Context: an optimization exercise on an open-source flow, tuned for small area, a short achievable clock period and few clock cycles. The choices shown serve that exercise and are no tape-out recipe. The RTL was checked by simulation tests, not by an equivalence proof against the original design. Power and IR drop assume default switching activity.

## run.sh

```bash
#!/bin/bash
# synth_recipe.tcl (not shown) runs the flow's synth.tcl, then flattens the netlist and writes it again
# the make line also repeats each setting of config.mk as NAME=value (left out here)
make -C /OpenROAD-flow-scripts/flow DESIGN_CONFIG=/design/flow/config.mk WORK_HOME=/design/flow/orfs CLKGATE_MAP_FILE= SYNTH_SCRIPT=/design/flow/synth_recipe.tcl finish
```

## design.v

```verilog
module rtp_sr_sender (
    input  wire        clk,
    input  wire        rst,
    input  wire        ev_valid,
    output wire        ev_ready,
    input  wire [1:0]  ev_kind,       
    input  wire        ev_ack,        
    input  wire [31:0] ev_seq,        
    input  wire [31:0] cfg_total,     
    input  wire [4:0]  cfg_window,    
    input  wire [31:0] cfg_rto,       
    input  wire [31:0] cfg_poll,      
    output wire        tx_valid,
    input  wire        tx_ready,
    output wire [31:0] tx_seq,
    output wire        running,
    output wire [31:0] base
);
    localparam W_MAX = 16;
    localparam EV_FRAME = 2'd0;
    localparam EV_TICK  = 2'd1;
    localparam EV_START = 2'd2;
    localparam S_IDLE  = 2'd0;
    localparam S_SLIDE = 2'd1;
    localparam S_PASS  = 2'd2;
    reg  [1:0]  state;
    reg         run_r;
    reg  [31:0] base_r;
    reg  [31:0] end_seq;
    reg  [4:0]  win;
    reg  [31:0] rto;
    reg  [31:0] poll;
    reg  [31:0] now;
    reg  [31:0] poll_start;
    reg  [31:0] pass_now;      
    reg  [31:0] q;             
    reg         acked [0:W_MAX-1];
    reg         sent  [0:W_MAX-1];
    reg  [31:0] timer [0:W_MAX-1];
    wire [32:0] base_w = {1'b0, base_r} + {28'd0, win};
    wire [31:0] wend   = (base_w > {1'b0, end_seq}) ? end_seq : base_w[31:0];
    wire [31:0] now_inc = now + 32'd1;
    wire [3:0]  qs       = q[3:0];
    wire [31:0] age      = pass_now - timer[qs];
    wire        q_in_win = (q < wend);
    wire        q_send   = !acked[qs] && (!sent[qs] || (age > rto));
    wire [3:0]  bs       = base_r[3:0];
    wire        can_slide = (base_r < end_seq) && acked[bs];
    assign ev_ready = (state == S_IDLE);
    assign tx_valid = (state == S_PASS) && q_in_win && q_send;
    assign tx_seq   = q;
    assign running  = run_r;
    assign base     = base_r;
    wire accept = ev_valid && ev_ready;
    integer i;
    always @(posedge clk) begin
        if (rst) begin
            state      <= S_IDLE;
            run_r      <= 1'b0;
            base_r     <= 32'd0;
            now        <= 32'd0;
        end else begin
            case (state)
            S_IDLE: begin
                if (accept) begin
                    case (ev_kind)
                    EV_TICK: begin
                        now <= now_inc;
                        if (run_r && (now_inc - poll_start) >= poll) begin
                            pass_now   <= now_inc;
                            poll_start <= now_inc;
                            q          <= base_r;
                            state      <= S_PASS;
                        end
                    end
                    EV_START: begin
                        if (!run_r) begin
                            end_seq <= cfg_total;
                            win     <= cfg_window;
                            rto     <= cfg_rto;
                            poll    <= cfg_poll;
                            base_r  <= 32'd0;
                            for (i = 0; i < W_MAX; i = i + 1) begin
                                acked[i] <= 1'b0;
                                sent[i]  <= 1'b0;
                                timer[i] <= 32'd0;
                            end
                            if (cfg_total != 32'd0) begin
                                run_r      <= 1'b1;
                                pass_now   <= now;
                                poll_start <= now;
                                q          <= 32'd0;
                                state      <= S_PASS;
                            end
                        end
                    end
                    EV_FRAME: begin
                        if (run_r) begin
                            if (ev_ack && ev_seq >= base_r && ev_seq < wend)
                                acked[ev_seq[3:0]] <= 1'b1;
                            state <= S_SLIDE;
                        end
                    end
                    default: ;
                    endcase
                end
            end
            S_SLIDE: begin
                if (can_slide) begin
                    acked[bs] <= 1'b0;
                    sent[bs]  <= 1'b0;
                    timer[bs] <= 32'd0;
                    base_r    <= base_r + 32'd1;
                end else if (base_r == end_seq) begin
                    run_r <= 1'b0;
                    state <= S_IDLE;
                end else begin
                    pass_now   <= now;
                    poll_start <= now;
                    q          <= base_r;
                    state      <= S_PASS;
                end
            end
            S_PASS: begin
                if (!q_in_win) begin
                    state <= S_IDLE;
                end else if (q_send) begin
                    if (tx_ready) begin
                        timer[qs] <= pass_now;
                        sent[qs]  <= 1'b1;
                        q         <= q + 32'd1;
                    end
                end else begin
                    q <= q + 32'd1;
                end
            end
            default: state <= S_IDLE;
            endcase
        end
    end
endmodule
```

## config.mk

```make
export PLATFORM = sky130hd
export DESIGN_NAME = rtp_sr_sender
export DESIGN_NICKNAME = rtp_sr_sender
export VERILOG_FILES = /design/flow/design.v
export SDC_FILE = /design/flow/constraint.sdc
export NUM_CORES = 4
export LEC_CHECK = 0
export CAP_MARGIN = 20
export CORE_MARGIN = 2
export CORE_UTILIZATION = 40
export PLACE_DENSITY = 0.6
export SLEW_MARGIN = 20
```

## constraint.sdc

```tcl
create_clock -name core_clock -period 10.0 [get_ports {clk}]
set_input_delay 2.0000 -clock core_clock [delete_from_list [all_inputs] [get_ports {clk}]]
set_output_delay 2.0000 -clock core_clock [all_outputs]
set_load 0.01 [all_outputs]
```

==> flow_metrics.env <==
export IMPL_path_delay_family="compound AO/OA/AOI/OAI gates"
export IMPL_switchingPower_w=0.003492
export IMPL_drc_errors=0
export IMPL_arrival_ns=7.58
export IMPL_p_leak_nw=19.62
export IMPL_port_buffers=206
export IMPL_cp_start_kind="flop"
export IMPL_r2r_setup_slack_ns=1.20
export IMPL_seq_power_share_pct=35.8
export IMPL_drtPass1Iterations=5
export IMPL_drt_iter0_markers=3303
export IMPL_clk_latency_ns=0.70
export IMPL_via_per_inst=5.741
export IMPL_yosysTopAreaCellShare_pct=48.12
export IMPL_synth_edff_count=709
export IMPL_rr_startpoint="win[1]$_DFFE_PP_"
export IMPL_p_sw_share_pct=32.73
export IMPL_finalSetupViolCount=0
export IMPL_worst_path_max_delay_cell="or3b_2"
export IMPL_fin_area_um2=51770
export IMPL_fmax_ghz=0.1044
export IMPL_fin_nets=4424
export IMPL_grt_pass1_vias=31610
export IMPL_die_x_um=336.6
export IMPL_grt_pass1_wl_mm=210.0
export IMPL_end_kind="primary output"
export IMPL_syn_area_um2=44240
export IMPL_crit_buf_inv=4
export IMPL_syn_nets=4227
export IMPL_synth_top_area_cell="edfxtp_1"
export IMPL_drive_gt1_share_pct=12.24
export IMPL_cp_common_cell="a21oi_1"
export IMPL_totalWireLength_mm=142.5
export IMPL_syn2layout_area_growth_pct=17.00
export IMPL_p_per_area_nw_per_um2=206.1
export IMPL_worstMarginPinSlew_ns=1.161
export IMPL_use_met1_pct=34.78
export IMPL_pwr_share_comb_pct=32.0
export IMPL_hold_viol_final=0
export IMPL_track_usage_pct=25.09
export IMPL_slew_headroom_pct=22.63
export IMPL_place_congestion=0.9054
export IMPL_synth_area_leaders="edfxtp_1, mux4_2, ha_1, nor2_1, dfxtp_1"
export IMPL_overflow=0
export IMPL_dieArea_um2=113300
export IMPL_cts_buffer_depth=3
export IMPL_cts_root_buf="clkbuf_16"
export IMPL_max_cap_violations=0
export IMPL_fill_cells=9913
export IMPL_period_needed_ns=9.579
export IMPL_core_um2=110200
export IMPL_synth_warnings=1
export IMPL_rsz0062_at_grt="no"
export IMPL_clockPowerShare_pct=32.2
export IMPL_cpPeakStageDelay_ns=0.51
export IMPL_use_met3_pct=5.079
export IMPL_synthArstFlopShare_pct=0
export IMPL_post_synth_cell_area_avg_um2=11.67
export IMPL_crit_fanout=18
export IMPL_timing_rr_end="timer[7][7]$_SDFFCE_PN0P_"
export IMPL_hold_path_end="state[0]$_SDFFE_PP0P_"
export IMPL_postPlaceCellArea_um2=48490
export IMPL_clk_pin_slew_ns=0.06
export IMPL_finalPower_w=0.01067
export IMPL_drtAntennaViolNets=0
export IMPL_cts_tree="yes"
export IMPL_place_hpwl_mm=95.33
export IMPL_start_util_pct=40.15
export IMPL_htree_levels=3
export IMPL_min_path_type="flop to flop"
export IMPL_synthCells=3790
export IMPL_hold_start="state[0]$_SDFFE_PP0P_"
export IMPL_gr_usage_met2_pct=39.46
export IMPL_min_path_cells=2
export IMPL_antenna_found_initial=6
export IMPL_synthTopCellsByCount="edfxtp_1, nor2_1, ha_1, inv_1, nand2_1"
export IMPL_yosysSeqAreaShare_pct=51.51
export IMPL_ys_types=84
export IMPL_ios=207
export IMPL_cts_sink_count=784
export IMPL_grt_busiest_layer="met2"
export IMPL_ctsHoldBuffers=0
export IMPL_ys_flop_type="edfxtp_1"
export IMPL_yosysMostFrequentCell="edfxtp_1"
export IMPL_chipHeight_um=336.6
export IMPL_power_internal_w=0.007178
export IMPL_numCtsBuffers=88
export IMPL_status="no timing/DRC/antenna violations"
export IMPL_cp_required_ns=8.00
export IMPL_grt_max_degree=74
export IMPL_crit_type="flop to primary output"
export IMPL_wl_per_cell_um=25.66
export IMPL_ir_drop_uv=148.8
export IMPL_slew_viol_final=0
export IMPL_vias=31880
export IMPL_rr_worst_depth=33
export IMPL_fin_crit_sh_pct=95.79
export IMPL_fin_skew_ns=0.04379
export IMPL_ys_seq_elements=784
export IMPL_rows=122
## worst max-delay path by stage
stage / start / to / slack (ns) / depth (start not counted)
global placement: flop / tx_valid / 0.29 / 28
floorplan: flop / sent[13]$_SDFFCE_PN0P_ / -0.50 / 30
finish: win[1]$_DFFE_PP_ / tx_valid / 0.42 / 31
detailed placement: flop / tx_valid / 0.18 / 28
CTS: flop / tx_valid / 0.05 / 28
global route: win[0]$_DFFE_PP_ / tx_valid / 0.08 / 30
## layer usage
layer,up-vias,part of all wire [%]
li1,14380,-
met1,15770,42
met2,1473,45
met3,254,9.3
met4,6,3.4
met5,-,0.021
## cell usage in the layout (no fill, tap or decap), drive strengths merged, types with 51 or more instances in the layout
cell,netlist,routed
nand2,203,203
inv,244,245
a21oi,144,144
and3,60,60
and2,113,113
a21o,65,65
buf,50,108
nor3,51,51
clkdlybuf4s50,0,204
xnor2,136,136
nor2,539,539
mux4,172,172
clkbuf,156,105
o21ai,137,137
nand3,77,77
dfxtp,75,75
edfxtp,709,709
xor2,73,73
ha,294,294
nand4,72,72
## worst min-delay path: cells and delay by family (launching register included)
family,cells,cell delay (ns)
flip-flops,1,0.33
AND/OR/NAND/NOR,1,0.08
multiplexers,1,0.06
## flip-flops by register name, summed over array words and instances (netlist names), named ones only
| register | count |
|---|---|
| state | 2 |
| acked | 16 |
| win | 5 |
| rto | 32 |
| now | 32 |
| poll | 32 |
| base_r | 32 |
| end_seq | 32 |
| pass_now | 32 |
| run_r | 1 |
| sent | 16 |
| q | 32 |
| timer | 512 |
## final cells by class
cell class / count / area, um^2 / area share (%)
antenna: 3 / 7.507 / 0.01450
clock buffer: 105 / 2307 / 4.457
clock inverter: 60 / 734.5 / 1.419
inverter: 244 / 918.4 / 1.774
multi-input combinational: 2556 / 20110 / 38.85
sequential: 784 / 22800 / 44.05
tap: 1488 / 1862 / 3.597
timing repair buffer: 313 / 3023 / 5.840
## per-stage QoR
step | hold WS [ns] | instances | setup WS [ns] | util [%] | setup TNS, ns
finish | 0.5079 | 5553 | 0.4209 | 46.97 | 0
global route | 0.5359 | 5551 | 0.07754 | 46.97 | 0
CTS | 0.5117 | 5548 | 0.05364 | 46.88 | 0
detailed placement | 0.5016 | 5379 | 0.1765 | 44.00 | 0
global placement | 0.4888 | 5379 | 0.2950 | 44.00 | 0
floorplan | 0.4697 | 3790 | -0.5000 | - | -33.00
## power groups by stage
stage | registers (W) | logic [W] | clock network, W
5_1_grt | 0.00383 | 0.00373 | 0.00359
4_1_cts | 0.00382 | 0.00339 | 0.00347
2_1_floorplan | 0.00381 | 0.00233 | 0
3_3_place_gp | 0.00391 | 0.00329 | 0
6_report | 0.00382 | 0.00342 | 0.00343
3_5_place_dp | 0.00391 | 0.00333 | 0
## cells by family (layout without fill, tap and decap cells)
group | Yosys count | in the layout | share of synthesized area [%]
multiplexers | 222 | 222 | 9.900
other | 0 | 3 | 0
adder cells (fa/ha/maj) | 299 | 299 | 8.495
buffers and inverters | 450 | 722 | 3.908
AO/OA/AOI/OAI | 536 | 536 | 7.944
XOR/XNOR | 209 | 209 | 4.137
AND/OR/NAND/NOR | 1290 | 1290 | 14.10
flip-flops | 784 | 784 | 51.51
## what timing repair did
action                     in CTS  in global routing
buffers inserted                4                  0
setup endpoints to repair       1                  1
gates resized for setup        19                 11
pin swaps                       2                  4
Testbench counts, summed over its fixed seeds: cycles 84,675.

==> port drivers added, routing unchanged <==
In the flow no input, the clock included, has a driving cell. The finished layout below was timed again as built, in two steps. Step 1 sets driving cells, clkbuf_16 on the clock port and buf_2 on the other inputs (assumed; they add their load-dependent delay and slew). Step 2 also shifts input and output timing later by t, the mid clock arrival at the registers, as if the neighbouring blocks saw the same clock. a / b / c = ideal / step 1 / step 2; a / b = the first two.
shift t [ns]: 0.750
setup slack, ns: 0.421 / 0.347 / 1.097
worst setup path after step 2: register to output
worst register clock-pin slew, ns: 0.06 / 0.06
worst data-port slew with drivers (ns): 0.10
After both steps this run still meets setup and hold. The setup slack of this run moves by -0.074 ns with the drivers and by +0.676 ns with both steps.
